This design comes from an exercise in tuning for small area, a short achievable clock period and few clock cycles on the open sky130 flow, not from production work.
RTL that was checked went through simulation tests only; none was proved equivalent to the original.
Power figures rest on the tool's default switching activity, not on a simulated workload.

== v5 ==
// rbsm_matcher
module rbsm_matcher #(
    parameter PAT_MAX = 8,     
    parameter N_SLOT  = 11     
) (
    input  wire        clk,
    input  wire        rst,           
    input  wire        pl_clr,        
    input  wire        pl_push,       
    input  wire [3:0]  pl_slot,
    input  wire [7:0]  pl_byte,
    input  wire        cmd_wait,
    input  wire        cmd_mok,
    input  wire        cmd_merr,
    input  wire        cmd_clr,
    input  wire [31:0] cmd_timeout,
    input  wire        ms_tick,
    input  wire        rx_valid,
    input  wire [7:0]  rx_byte,
    output wire        rx_ready,
    output wire        busy,
    output reg         done,
    output reg  [2:0]  outcome,
    output wire        urc_valid,
    output reg  [2:0]  urc_index,
    input  wire        urc_done
);
Settings: LEC_CHECK=0, CAP_MARGIN=0, CORE_MARGIN=2, CORE_UTILIZATION=45, CTS_CLUSTER_DIAMETER=80, CTS_CLUSTER_SIZE=26, PLACE_DENSITY=0.6, SETUP_SLACK_MARGIN=5, SLEW_MARGIN=0; clock period 8.0 ns.
standard.sh (not shown) runs the stock make flow with config.mk's settings and CLKGATE_MAP_FILE= SYNTH_SCRIPT=/design/flow/synth_recipe.tcl, a recipe that flattens the netlist after the stock synthesis.
==> flow/flow/run.sh <==
#!/bin/bash
set -euo pipefail
bash standard.sh SETUP_SLACK_MARGIN=5.4 finish > standard_flow.log 2>&1
Testbench counts of v5, summed over its fixed seeds: cycles 21,841.
Changes in v31 relative to v5:
==> flow/flow/run.sh <==
#!/bin/bash
set -euo pipefail
bash standard.sh SETUP_SLACK_MARGIN=5.15 finish > standard_flow.log 2>&1
==> comparison <==
- Summary of the comparison: number of antenna violations at the first check in global routing is lower in v31, relative to v5.
- v31 vs. v5: setup slack increased 0.0094 ns, maximum frequency rose 1.2 MHz.
diff inputs: v31 => v40
- CTS_CLUSTER_SIZE changed from 26 to 24
==> flow/flow/run.sh <==
#!/bin/bash
set -euo pipefail
bash standard.sh SETUP_SLACK_MARGIN=5.3 finish > standard_flow.log 2>&1
## What came out
- Across both runs, global-route met2 utilization was higher for v40 than for v31.
- Route | v40 vs v31 | wire longer in v40
- On switching part of the total, the lower figure sits with v40, not v31.
- Compare v40 and v31 | final weighted congestion in routability-driven placement lower: v31
- The higher ratio of cells with drive above 1 in the final layout came out of v40.
Input changes introduced in v15 (baseline for comparison: v40):
- PLACE_DENSITY: 0.6 -> 0.55
- CORE_UTILIZATION: 45 -> 40
- CTS_CLUSTER_SIZE: 24 -> 26
Notes after the runs:
Worst hold-check slack delta (v40 -> v15): insignificant. Summary of v15 over v40: fill cell total of the finished layout now sits higher, power consumed by combinational cells now sits lower. The more densely filled core belongs to v40, not v15. v15 against v40: number of non-filler instances in the completed layout moved up, worst-case setup margin in the final layout lost 0.0047 ns, cell area rose about 0.4%, source-to-sink clock delay at the later pin of the worst-skew pair has remained practically unchanged, flip-flop and latch area about even.
Modified inputs, v46 compared to v15
- swapping 40 for 45 in CORE_UTILIZATION
- swapping 0.55 for 0.6 in PLACE_DENSITY
[summary]
Higher pin slew with the least headroom to its limit was reported by v15, not v46. Between v15 and v46, the difference in combinational share of power is negligible. Compared with v15, v46 shows placement-stage cell area that has gone down slightly. Compared with v15, in v46 number of signal-net inverters in the final layout decreased by 1.5% relative to the old numbers; count of endpoints failing hold in the final timing report closely matched the old numbers. v15 has lower final core area utilization than v46. In terms of via count, v15 and v46 differ only marginally. Looking at the reports, v46 completed the entire flow and the layout it produced met the timing, DRC and antenna checks. Die outline height ended up 18 um lower on v46 than on v15. v46 against v15: delay of the slowest cell on the worst path rose 0.02 ns, total power went down by 1.5%.

rbsm_matcher, a different RTL version from the one above (not shown whole).
Size: roughly 2500 cells after synthesis, ~870 flip-flops, ~73 I/O pins, roughly 37000 µm² of cells after synthesis.
clock: 8.0 ns
lec_check: 0
cap_margin: 20
core_margin: 2
core_utilization: 30
place_density: 0.45
setup_slack_margin: 5
slew_margin: 20
run.sh (not shown) runs the stock make flow with config.mk's settings and CLKGATE_MAP_FILE= SYNTH_SCRIPT=/design/flow/synth_recipe.tcl, a recipe that flattens the netlist after the stock synthesis.
Stock flow here: none of the scripts above is used.
The starting point produced a clean layout.
Change:
- SETUP_SLACK_MARGIN: 5 -> 4
Result: Wire length decreases by 4.4%; non-clock buffer count decreases by 92; final cell count decreases by 2.1%; combinational power decreases by 14%; sequential share of layout area increases by 2.2 points; count of clock-buffer cells in the layout increases by 4; area after synthesis does not change.
Change:
- ABC_AREA: not set -> 1
- CORE_UTILIZATION: 30 -> 55
- PLACE_DENSITY: 0.45 -> 0.65
- SETUP_SLACK_MARGIN: 4 -> 5
The new run completed with no timing, DRC or antenna violations.
Clock power is about the same.
Register-to-register slack gets better by 900 ps.
Setup slack gets better by 890 ps.
Cell area came out higher by 5.4%.
Clock-buffer cell count came out lower by 6.
Sequential power hardly moves.
Function was not checked in any run of this note: the RTL went through the layout flow alone.

Starting RTL as in the previous note.
Settings: LEC_CHECK=0, CAP_MARGIN=20, CORE_MARGIN=2, CORE_UTILIZATION=55, PLACE_DENSITY=0.65, SETUP_SLACK_MARGIN=5, SLEW_MARGIN=20; clock period 8.0 ns.
Then changed:
CORE_UTILIZATION = 40   (was 55)
CTS_CLUSTER_DIAMETER = 100   (was unset)
CTS_CLUSTER_SIZE = 24   (was unset)
PLACE_DENSITY = 0.55   (was 0.65)
Flip-flop and latch count is unchanged.
Hold slack is about the same.
Routed wire length came out higher by 0.64%.
No run of this note included a check of the RTL's function; only the layout flow was run.

## run a
rbsm_matcher, a different RTL version from the one above (not shown whole).
Size in the first run: about 2800 cells after synthesis, about 890 flip-flops, roughly 73 I/O pins.
==> flow/config.mk <==
export PLATFORM = sky130hd
export DESIGN_NAME = rbsm_matcher
export DESIGN_NICKNAME = rbsm_matcher
export VERILOG_FILES = /design/flow/design.v
export SDC_FILE = /design/flow/constraint.sdc
export NUM_CORES = 4
export LEC_CHECK = 0
export CAP_MARGIN = 0
export CORE_MARGIN = 2
export CORE_UTILIZATION = 60
export CTS_CLUSTER_DIAMETER = 70
export CTS_CLUSTER_SIZE = 24
export PLACE_DENSITY = 0.7
export SETUP_SLACK_MARGIN = 5
export SLEW_MARGIN = 0
==> flow/constraint.sdc <==
create_clock -name core_clock -period 8.0 [get_ports {clk}]
set_input_delay 1.6000 -clock core_clock [delete_from_list [all_inputs] [get_ports {clk}]]
set_output_delay 1.6000 -clock core_clock [all_outputs]
set_load 0.01 [all_outputs]
Testbench counts of run a, summed over its fixed seeds: cycles 21,841.
Relative to run a, the following input files were edited for run b:
- CORE_UTILIZATION now 50, was 60
- CTS_CLUSTER_DIAMETER now 80, was 70
- PLACE_DENSITY now 0.62, was 0.7
[summary]
Summary of the comparison: via count of the first global-routing pass is higher in run b, relative to run a.
Measured against each other, run b and run a differ in wire length, the lower figure coming from run a.
The higher clock power share came out of run a.

north:
The RTL this note starts from:
==> flow/design.v <==
module rbsm_matcher #(
    parameter PAT_MAX = 8,     
    parameter N_SLOT  = 11     
) (
    input  wire        clk,
    input  wire        rst,           
    input  wire        pl_clr,        
    input  wire        pl_push,       
    input  wire [3:0]  pl_slot,
    input  wire [7:0]  pl_byte,
    input  wire        cmd_wait,
    input  wire        cmd_mok,
    input  wire        cmd_merr,
    input  wire        cmd_clr,
    input  wire [31:0] cmd_timeout,
    input  wire        ms_tick,
    input  wire        rx_valid,
    input  wire [7:0]  rx_byte,
    output wire        rx_ready,
    output wire        busy,
    output reg         done,
    output reg  [2:0]  outcome,
    output wire        urc_valid,
    output reg  [2:0]  urc_index,
    input  wire        urc_done
);
    localparam LW = $clog2(PAT_MAX + 1);
    localparam HN = PAT_MAX - 1;           
    localparam [2:0] O_OK      = 3'd1,
                     O_ERROR   = 3'd2,
                     O_TIMEOUT = 3'd3,
                     O_MATCH1  = 3'd4;
    reg        busy_r, scan_r, urc_r, rep_r;
    reg [2:0]  rcnt;
    reg        mok, merr;
    reg [31:0] remain;
    reg        dirty;                      
    assign busy      = busy_r;
    assign rx_ready  = scan_r;
    assign urc_valid = urc_r;
    wire take   = rx_valid && scan_r;
    wire accept = !busy_r && cmd_wait;
    reg [8*PAT_MAX-1:0] pat [0:N_SLOT-1];
    reg [LW-1:0]        len [0:N_SLOT-1];
    reg       ld_clr, ld_push;
    reg [3:0] ld_slot;
    reg [7:0] ld_byte;
    always @(posedge clk) begin
        ld_clr  <= pl_clr && !rst;
        ld_push <= pl_push && !pl_clr && !rst;
        ld_slot <= pl_slot;
        ld_byte <= pl_byte;
    end
    reg [N_SLOT-1:0] len_is1;
    integer s;
    always @(*) begin
        for (s = 0; s < N_SLOT; s = s + 1)
            len_is1[s] = ((ld_clr || ld_push) && ld_slot == s) ? (ld_push && len[s] == 0)
                                                               : (len[s] == 1);
    end
    always @(posedge clk) begin
        for (s = 0; s < N_SLOT; s = s + 1) begin
            if (rst || (ld_clr && ld_slot == s))
                len[s] <= {LW{1'b0}};
            else if (ld_push && ld_slot == s && len[s] != PAT_MAX)
                len[s] <= len[s] + 1'b1;
            if (ld_push && ld_slot == s && len[s] != PAT_MAX)
                pat[s] <= {pat[s][8*PAT_MAX-9:0], ld_byte};
        end
    end
    reg [8*HN-1:0] hist;
    reg [HN-1:0]   hval;
    wire [7:0] nbyte = rep_r ? hist[8*HN-1 -: 8] : rx_byte;
    wire clr_hist = (accept && cmd_clr) || (urc_r && urc_done);
    wire clr_pre  = clr_hist || (accept && dirty && !hval[0]);
    wire replay   = accept && !cmd_clr && dirty && hval[0];
    wire rep_end  = rep_r && rcnt == HN - 1;
    reg [N_SLOT-1:0] pre_a, pre_r, pre_a_n, pre_r_n;
    wire [N_SLOT-1:0] pre = pre_a & pre_r;
    reg              ok_k;
    integer i, k;
    always @(*) begin
        for (i = 0; i < N_SLOT; i = i + 1) begin
            pre_a_n[i] = (len[i] == 1) || (nbyte == pat[i][15:8]);
            ok_k = (len[i] != 0);
            for (k = 2; k < PAT_MAX; k = k + 1)
                if (k < len[i] && !(hval[k-2] && hist[8*(k-2) +: 8] == pat[i][8*k +: 8]))
                    ok_k = 1'b0;
            pre_r_n[i] = ok_k;
        end
    end
    reg pre_ok, pre_err;
    wire pre_ok_n  = (nbyte == 8'h0D) && hval[1] && (hist[15:0] == {"O", "K"});
    wire pre_err_n = (nbyte == 8'h0D) && hval[4] &&
                     (hist[39:0] == {"E", "R", "R", "O", "R"});
    always @(posedge clk) begin
        if (take || rep_r) begin
            pre_a   <= pre_a_n;
            pre_r   <= pre_r_n;
            pre_ok  <= pre_ok_n;
            pre_err <= pre_err_n;
        end else if (clr_pre) begin
            pre_a   <= {N_SLOT{1'b1}};
            pre_r   <= len_is1;
            pre_ok  <= 1'b0;
            pre_err <= 1'b0;
        end
    end
    always @(posedge clk) begin
        if (rst || clr_hist)
            hval <= {HN{1'b0}};
        else if (rep_r)
            hval <= {hval[HN-2:0], hval[HN-1]};
        else if (take)
            hval <= {hval[HN-2:0], 1'b1};
    end
    always @(posedge clk) begin
        if (take || rep_r)
            hist <= {hist[8*HN-9:0], nbyte};
        if (replay)
            rcnt <= 3'd0;
        else if (rep_r)
            rcnt <= rcnt + 1'b1;
    end
    always @(posedge clk) begin
        if (rst || pl_clr || pl_push)
            dirty <= 1'b1;
        else if (clr_pre || rep_end)
            dirty <= 1'b0;
    end
    reg [N_SLOT-1:0] hit;
    integer j;
    always @(*) begin
        for (j = 0; j < N_SLOT; j = j + 1)
            hit[j] = pre[j] && (rx_byte == pat[j][7:0]);
    end
    wire lf     = (rx_byte == 8'h0A);
    wire hit_ok = mok && pre_ok && lf;
    wire hit_er = merr && pre_err && lf;
    wire       urc_any = |hit[7:0];
    wire       out_any = |hit[10:8] || hit_ok || hit_er;
    reg  [2:0] arb_idx, arb_outcome;
    integer u;
    always @(*) begin
        arb_idx = 3'd0;
        for (u = 7; u >= 0; u = u - 1)
            if (hit[u]) arb_idx = u[2:0];
        if (hit[8])       arb_outcome = O_MATCH1;
        else if (hit[9])  arb_outcome = O_MATCH1 + 3'd1;
        else if (hit[10]) arb_outcome = O_MATCH1 + 3'd2;
        else if (hit_ok)  arb_outcome = O_OK;
        else              arb_outcome = O_ERROR;
    end
    wire remain_zero = (remain == 32'd0);
    wire finish = scan_r && (rx_valid ? (out_any && !urc_any) : remain_zero);
    always @(posedge clk) begin
        if (rst) begin
            busy_r <= 1'b0;
            scan_r <= 1'b0;
            urc_r  <= 1'b0;
            rep_r  <= 1'b0;
            done   <= 1'b0;
        end else begin
            done  <= finish;
            if (!busy_r) begin
                busy_r <= cmd_wait;
                scan_r <= cmd_wait && !replay;
                rep_r  <= replay;
            end else if (rep_r) begin
                scan_r <= rep_end;
                rep_r  <= !rep_end;
            end else if (urc_r) begin
                if (urc_done) begin
                    urc_r  <= 1'b0;
                    scan_r <= 1'b1;
                end
            end else begin
                if (take && urc_any) begin
                    scan_r <= 1'b0;
                    urc_r  <= 1'b1;
                end
                if (finish) begin
                    scan_r <= 1'b0;
                    busy_r <= 1'b0;
                end
            end
        end
    end
    always @(posedge clk) begin
        if (accept) begin
            mok    <= cmd_mok;
            merr   <= cmd_merr;
            remain <= cmd_timeout;
        end else if (busy_r && ms_tick && !remain_zero) begin
            remain <= remain - 1'b1;
        end
        outcome <= rx_valid ? arb_outcome : O_TIMEOUT;
        if (scan_r)
            urc_index <= arb_idx;
    end
endmodule
Settings: LEC_CHECK=0, CAP_MARGIN=0, CORE_MARGIN=2, CORE_UTILIZATION=45, CTS_CLUSTER_DIAMETER=80, CTS_CLUSTER_SIZE=26, PLACE_DENSITY=0.6, SETUP_SLACK_MARGIN=5, SLEW_MARGIN=0; clock period 8.0 ns.
standard.sh (not shown) runs the stock make flow with config.mk's settings and CLKGATE_MAP_FILE= SYNTH_SCRIPT=/design/flow/synth_recipe.tcl, a recipe that flattens the netlist after the stock synthesis.
==> flow/flow/run.sh <==
#!/bin/bash
set -euo pipefail
bash standard.sh SETUP_SLACK_MARGIN=5.5 finish > standard_flow.log 2>&1
Testbench counts of north, summed over its fixed seeds: cycles 21,841.
Modified inputs, south compared to north
==> flow/flow/run.sh <==
#!/bin/bash
set -euo pipefail
bash standard.sh SETUP_SLACK_MARGIN=5.3 finish > standard_flow.log 2>&1
Notes after the runs:
- Comparing north with south, the area occupied by registers came out essentially unchanged.
- Clock skew essentially unchanged between south and north.
- Total design power, south and north: smaller value in south
- Per the comparison of south with north, worst ir drop on vdd now sits higher, register-to-register slack now sits lower.
- south: number of clock buffer instances in the layout higher than north
- Post-layout minimum cycle time, south and north: smaller value in south
Inputs modified between south and east:
==> flow/run.sh (new file) <==
#!/bin/bash
# synth_recipe.tcl (not shown) runs the flow's synth.tcl, then flattens the netlist and writes it again
# the make line also repeats each setting of config.mk as NAME=value (left out here)
make -C /OpenROAD-flow-scripts/flow DESIGN_CONFIG=/design/flow/config.mk WORK_HOME=/design/flow/orfs CLKGATE_MAP_FILE= SYNTH_SCRIPT=/design/flow/synth_recipe.tcl finish
removed: flow/flow/run.sh
removed: flow/standard.sh
--- outcome ---
east: initial antenna violation count higher than south
Summary of east over south: global-route usage shows no meaningful change; multi-input gate area in the final layout shows a reduction of 2.3%; cell area decreased 1100 um2.

==> separate check: timing with driven ports <==
How much do the figures lean on ideal ports? The routed layouts below were timed once more, with nothing changed but the port constraints. Step 1 sets driving cells, clkbuf_16 on the clock port and buf_2 on the other inputs (assumed; they add their load-dependent delay and slew). Step 2 also shifts input and output timing later by t, the mid clock arrival at the registers, as if the neighbouring blocks saw the same clock. a / b / c = no drivers / after step 1 / after step 2; a / b = the first two.
run | t, ns | setup WS [ns] | pins driven straight from the clock port
v5 | 0.680 | 5.168 / 5.102 / 4.774 | 1
v31 | 0.673 | 5.177 / 5.113 / 4.542 | 1
v40 | 0.676 | 5.210 / 5.145 / 4.663 | 1
v15 | 0.680 | 5.205 / 5.145 / 4.681 | 1
v46 | 0.674 | 5.209 / 5.143 / 4.670 | 1
the first run of note 2 | 0.731 | 4.861 / 4.861 / 4.190 | 1
the second run of note 2 | 0.701 | 4.134 / 4.164 / 3.463 | 1
the third run of note 2 | 0.711 | 5.023 / 4.956 / 4.417 | 1
the first run of note 3 | 0.688 | 4.801 / 4.801 / 4.192 | 1
the second run of note 3 | 0.664 | 4.793 / 4.793 / 4.170 | 1
run a | 0.693 | 4.988 / 5.003 / 4.331 | 1
run b | 0.691 | 4.993 / 5.010 / 4.348 | 1
north | 0.688 | 5.187 / 5.118 / 4.698 | 1
south | 0.684 | 5.203 / 5.134 / 4.662 | 1
east | 0.672 | 5.047 / 4.993 / 4.399 | 1
After both steps setup and hold are still met in every run listed.
